Source: an optimization exercise on an open RTL-to-GDS flow (aim: small area, a short achievable clock period and few clock cycles). Production flows keep margins and buffers that such runs may drop. Where RTL was checked, it was by simulation tests only, not by an equivalence proof against the original. Power and IR drop assume default switching activity.

Design midi_framer, start of the top module:
module midi_framer (
  input  wire       clk,
  input  wire       rst,         
  input  wire       ev_valid,
  output wire       ev_ready,
  input  wire       ev_idle,     
  input  wire [7:0] ev_byte,
  output wire       wr_valid,
  input  wire       wr_ready,
  output wire [7:0] wr_addr,
  output wire [7:0] wr_data
);
  function [11:0] ftab(input [6:0] n);
    case (n)
      7'd0: ftab = 12'h000;
      7'd1: ftab = 12'h000;
      7'd2: ftab = 12'h000;
      7'd3: ftab = 12'h000;
      7'd4: ftab = 12'h000;
      7'd5: ftab = 12'h000;
      7'd6: ftab = 12'h000;
      7'd7: ftab = 12'h000;
      7'd8: ftab = 12'h000;
      7'd9: ftab = 12'h000;
      7'd10: ftab = 12'h000;
      7'd11: ftab = 12'h000;
      7'd12: ftab = 12'h000;
      7'd13: ftab = 12'h000;
      7'd14: ftab = 12'h000;
      7'd15: ftab = 12'h000;
      7'd16: ftab = 12'h000;
      7'd17: ftab = 12'h000;
      7'd18: ftab = 12'h000;
      7'd19: ftab = 12'h000;
      7'd20: ftab = 12'h000;
      7'd21: ftab = 12'h000;
      7'd22: ftab = 12'hF72;
      7'd23: ftab = 12'hE94;
      7'd24: ftab = 12'hDC3;
      7'd25: ftab = 12'hCFD;
  ...
export LEC_CHECK = 0
export ABC_AREA = 1
export CAP_MARGIN = 20
export CORE_MARGIN = 2
export CORE_UTILIZATION = 40
export SLEW_MARGIN = 20
create_clock -name core_clock -period 10.0 [get_ports {clk}]
standard.sh (not shown) runs the stock make flow with config.mk's settings and CLKGATE_MAP_FILE= SYNTH_SCRIPT=/design/flow/synth_recipe.tcl, a recipe that flattens the netlist after the stock synthesis.
==> flow/flow/run.sh <==
#!/bin/bash
# Layout: the standard ORFS flow, with repair_timing aiming for extra setup slack
# and plain buffers on the ports (still one buffer per port, as the standard flow).
set -euo pipefail
bash standard.sh \
  SETUP_SLACK_MARGIN=7 \
  TNS_END_PERCENT=100 \
  MATCH_CELL_FOOTPRINT=0 \
  "BUFFER_PORTS_ARGS=-buffer_cell sky130_fd_sc_hd__buf_4" \
  finish > flow_make.log 2>&1
The first run went through all stages and came out clean.
==> next run, changes <==
--- a/flow/config.mk
+++ b/flow/config.mk
@@ -6,5 +6,4 @@
 export NUM_CORES = 4
 export LEC_CHECK = 0
-export ABC_AREA = 1
 export CAP_MARGIN = 20
 export CORE_MARGIN = 2
Area after synthesis went up by 3.6%.
Power went down by about 2.3%.
Register-to-register slack degrades by 0.08 ns.
Cell area went up by 4.8%.
Worst setup slack degrades by 0.083 ns.
Count of clock-buffer cells in the layout went down by 3.
Wire length went up by about 20%.
Non-clock buffer count went up by 22.
==> next run, changes <==
--- a/flow/flow/run.sh
+++ b/flow/flow/run.sh
@@ -4,5 +4,5 @@
 set -euo pipefail
 bash standard.sh \
-  SETUP_SLACK_MARGIN=7 \
+  SETUP_SLACK_MARGIN=6.5 \
   TNS_END_PERCENT=100 \
   MATCH_CELL_FOOTPRINT=0 \
Global-route usage fell by 1.7 points.
Worst hold slack improves by 0.0036 ns.
Register-to-register slack degrades by 0.33 ns.
Design area fell by a few percent.
Critical path depth rose by 6.
Routed wire length fell by a little under a tenth.
Sequential cell count is unchanged.
Cell count fell by a few percent.
Clock-buffer cell count does not change.
==> next run, changes <==
--- a/flow/flow/run.sh
+++ b/flow/flow/run.sh
@@ -4,5 +4,5 @@
 set -euo pipefail
 bash standard.sh \
-  SETUP_SLACK_MARGIN=6.5 \
+  SETUP_SLACK_MARGIN=7 \
   TNS_END_PERCENT=100 \
   MATCH_CELL_FOOTPRINT=0 \
--- a/flow/config.mk
+++ b/flow/config.mk
@@ -6,6 +6,9 @@
 export NUM_CORES = 4
 export LEC_CHECK = 0
+export ABC_AREA = 1
 export CAP_MARGIN = 20
 export CORE_MARGIN = 2
 export CORE_UTILIZATION = 40
+export CTS_BUF_LIST = sky130_fd_sc_hd__clkbuf_8
+export CTS_CLUSTER_SIZE = 40
 export SLEW_MARGIN = 20
After rerunning: Die area falls by 3.3%. Synthesized cell count rises by 17%. Total power falls by 5.5%. Utilization rises by 1.1 points. Via count rises by 0.50%. Area after synthesis falls by 3.4%.
No run of this note included a check of the RTL's function; only the layout flow was run.

========
Another version of the RTL of midi_framer (not shown whole).
Size in the first run: roughly 790 cells after synthesis, ~31 I/O pins, roughly 6700 um2 of cells after synthesis.
clock: 10.0 ns
lec_check: 0
cap_margin: 20
core_margin: 2
core_utilization: 40
slew_margin: 20
==> flow/flow/run.sh <==
#!/bin/bash
# Layout: the standard ORFS flow, with repair_timing aiming for extra setup slack
# and plain buffers on the ports (still one buffer per port, as the standard flow).
set -euo pipefail
bash standard.sh \
  SETUP_SLACK_MARGIN=7 \
  TNS_END_PERCENT=100 \
  MATCH_CELL_FOOTPRINT=0 \
  "BUFFER_PORTS_ARGS=-buffer_cell sky130_fd_sc_hd__buf_4" \
  finish > flow_make.log 2>&1
The first run ran to the end with no violations.
Testbench counts at the start, summed over its fixed seeds: cycles 233,265.
Edit:
==> flow/run.sh (new file) <==
#!/bin/bash
# synth_recipe.tcl (not shown) runs the flow's synth.tcl, then flattens the netlist and writes it again
# the make line also repeats each setting of config.mk as NAME=value (left out here)
make -C /OpenROAD-flow-scripts/flow DESIGN_CONFIG=/design/flow/config.mk WORK_HOME=/design/flow/orfs CLKGATE_MAP_FILE= SYNTH_SCRIPT=/design/flow/synth_recipe.tcl finish
removed: flow/flow/run.sh
removed: flow/standard.sh
What happened: Final cell count fell by 2.9%. Combinational power fell by about 1%. Total power climbs by 11%. Sequential share of layout area rose by 1.1 points. Fmax fell by 20%. Global-route usage goes down by 0.98 points. Non-clock buffer count is lower by 28.

========
Another version of the RTL of midi_framer (not shown whole).
For scale: ~610 cells after synthesis, roughly 5400 um^2 of cells after synthesis.
Settings: LEC_CHECK=0, CAP_MARGIN=20, CORE_MARGIN=2, CORE_UTILIZATION=40, CTS_BUF_LIST=sky130_fd_sc_hd__clkbuf_8, SLEW_MARGIN=20; clock period 10.0 ns.
==> flow/flow/run.sh <==
#!/bin/bash
# Layout: the standard ORFS flow (standard.sh), with two changes:
#  1. after the standard synthesis, the combinational logic is mapped again by Yosys's
#     default ABC script (flip-flops, their names and cell types are kept as they are);
#  2. repair_timing aims for extra setup slack, and the ports get plain buffers (still
#     one buffer per port, as in the standard flow).
set -euo pipefail
KNOBS=(SETUP_SLACK_MARGIN=6.8 TNS_END_PERCENT=100 MATCH_CELL_FOOTPRINT=0
       "BUFFER_PORTS_ARGS=-buffer_cell sky130_fd_sc_hd__buf_2")
RES=orfs/results/${FLOW_PLATFORM}/midi_framer/base
bash standard.sh "${KNOBS[@]}" synth > flow_synth.log 2>&1
cp $RES/1_2_yosys.v $RES/1_2_yosys_standard.v
LIB=$FLOW_HOME/platforms/${FLOW_PLATFORM}/lib/sky130_fd_sc_hd__tt_025C_1v80.lib
DONT_USE=""
for c in $(grep -o 'sky130_fd_sc_hd__\(probe\|probec\|lpflow\)[a-z0-9_]*' $FLOW_HOME/platforms/${FLOW_PLATFORM}/config.mk); do
  DONT_USE="$DONT_USE -dont_use $c"
done
cat > remap.ys <<EOY
read_liberty -ignore_miss_func $LIB
read_verilog $RES/1_2_yosys_standard.v
hierarchy -top $FLOW_TOP
setattr -mod -set keep_hierarchy 1 sky130_fd_sc_hd__dfxtp_* sky130_fd_sc_hd__edfxtp_* sky130_fd_sc_hd__dfrtp_* sky130_fd_sc_hd__conb_1
flatten
opt_clean -purge
abc -liberty $LIB $DONT_USE
opt_clean -purge
hilomap -singleton -hicell sky130_fd_sc_hd__conb_1 HI -locell sky130_fd_sc_hd__conb_1 LO
opt_clean -purge
select $FLOW_TOP
tee -o remap_stat.txt stat -liberty $LIB
write_verilog -noattr -nohex -nodec -selected $RES/1_2_yosys.v
EOY
yosys -s remap.ys > flow_remap.log 2>&1
rm -f $RES/1_synth.odb $RES/1_synth.sdc
bash standard.sh "${KNOBS[@]}" finish > flow_layout.log 2>&1
The starting point completed without violations.
Testbench counts at the start, summed over its fixed seeds: cycles 233,847.
==> next run, changes <==
--- a/flow/flow/run.sh
+++ b/flow/flow/run.sh
@@ -6,5 +6,5 @@
 #     one buffer per port, as in the standard flow).
 set -euo pipefail
-KNOBS=(SETUP_SLACK_MARGIN=6.8 TNS_END_PERCENT=100 MATCH_CELL_FOOTPRINT=0
+KNOBS=(SETUP_SLACK_MARGIN=6.6 TNS_END_PERCENT=100 MATCH_CELL_FOOTPRINT=0
        "BUFFER_PORTS_ARGS=-buffer_cell sky130_fd_sc_hd__buf_2")
 RES=orfs/results/${FLOW_PLATFORM}/midi_framer/base
Clock power is about the same. Routed wire length hardly moves. Critical path depth goes up by 1. Final cell count stays flat. Cell area goes down by 1.1%. Worst setup slack is worse by 57 ps. Area after synthesis is unchanged.
==> next run, changes <==
--- a/flow/flow/run.sh
+++ b/flow/flow/run.sh
@@ -6,5 +6,5 @@
 #     one buffer per port, as in the standard flow).
 set -euo pipefail
-KNOBS=(SETUP_SLACK_MARGIN=6.6 TNS_END_PERCENT=100 MATCH_CELL_FOOTPRINT=0
+KNOBS=(SETUP_SLACK_MARGIN=6.8 TNS_END_PERCENT=100 MATCH_CELL_FOOTPRINT=0
        "BUFFER_PORTS_ARGS=-buffer_cell sky130_fd_sc_hd__buf_2")
 RES=orfs/results/${FLOW_PLATFORM}/midi_framer/base
CORE_UTILIZATION = 60   (was 40)
What happened: The new run finished with timing, DRC and antenna clean. Global-route usage is higher by 10 points. Final cell count is lower by 7.0%. Wire length hardly moves.

[separate check: timing with driven ports]
Ports are ideal in the flow. The routed layouts listed here were re-timed in OpenROAD.
Step 1, drivers: a clkbuf_16 drives clk and a buf_2 each remaining input, both assumed.
Step 2, shift: input delay + t, output delay - t, t = (earliest + latest rising clock arrival at the registers) / 2. This alone moves slack from input paths to output paths.
Slacks: no drivers / after step 1 / after step 2; pairs: no drivers / after step 1.
run | shift t [ns] | setup WS [ns] | worst hold slack (ns) | latest minus earliest clock arrival (ns)
the first run of note 1 | 0.395 | 6.831 / 6.788 / 6.769 | 0.448 / 0.448 / 0.448 | 0.009 / 0.009
the second run of note 1 | 0.379 | 6.748 / 6.709 / 6.713 | 0.476 / 0.476 / 0.476 | 0.008 / 0.008
the third run of note 1 | 0.386 | 6.664 / 6.664 / 6.334 | 0.479 / 0.479 / 0.479 | 0.008 / 0.007
the fourth run of note 1 | 0.421 | 6.795 / 6.757 / 6.787 | 0.453 / 0.453 / 0.453 | 0.015 / 0.015
the first run of note 2 | 0.389 | 6.636 / 6.596 / 6.737 | 0.484 / 0.484 / 0.484 | 0.009 / 0.009
the second run of note 2 | 0.381 | 5.782 / 5.738 / 6.119 | 0.495 / 0.495 / 0.495 | 0.010 / 0.010
the first run of note 3 | 0.399 | 6.747 / 6.711 / 6.633 | 0.491 / 0.491 / 0.491 | 0.005 / 0.006
the second run of note 3 | 0.403 | 6.690 / 6.654 / 6.382 | 0.491 / 0.491 / 0.491 | 0.005 / 0.005
the third run of note 3 | 0.400 | 6.777 / 6.743 / 6.429 | 0.480 / 0.480 / 0.480 | 0.014 / 0.014
After both steps setup and hold are still met in every run listed. For the third run of note 3, which loses most, drivers alone change the setup slack by -0.034 ns; drivers and shift together by -0.348 ns.
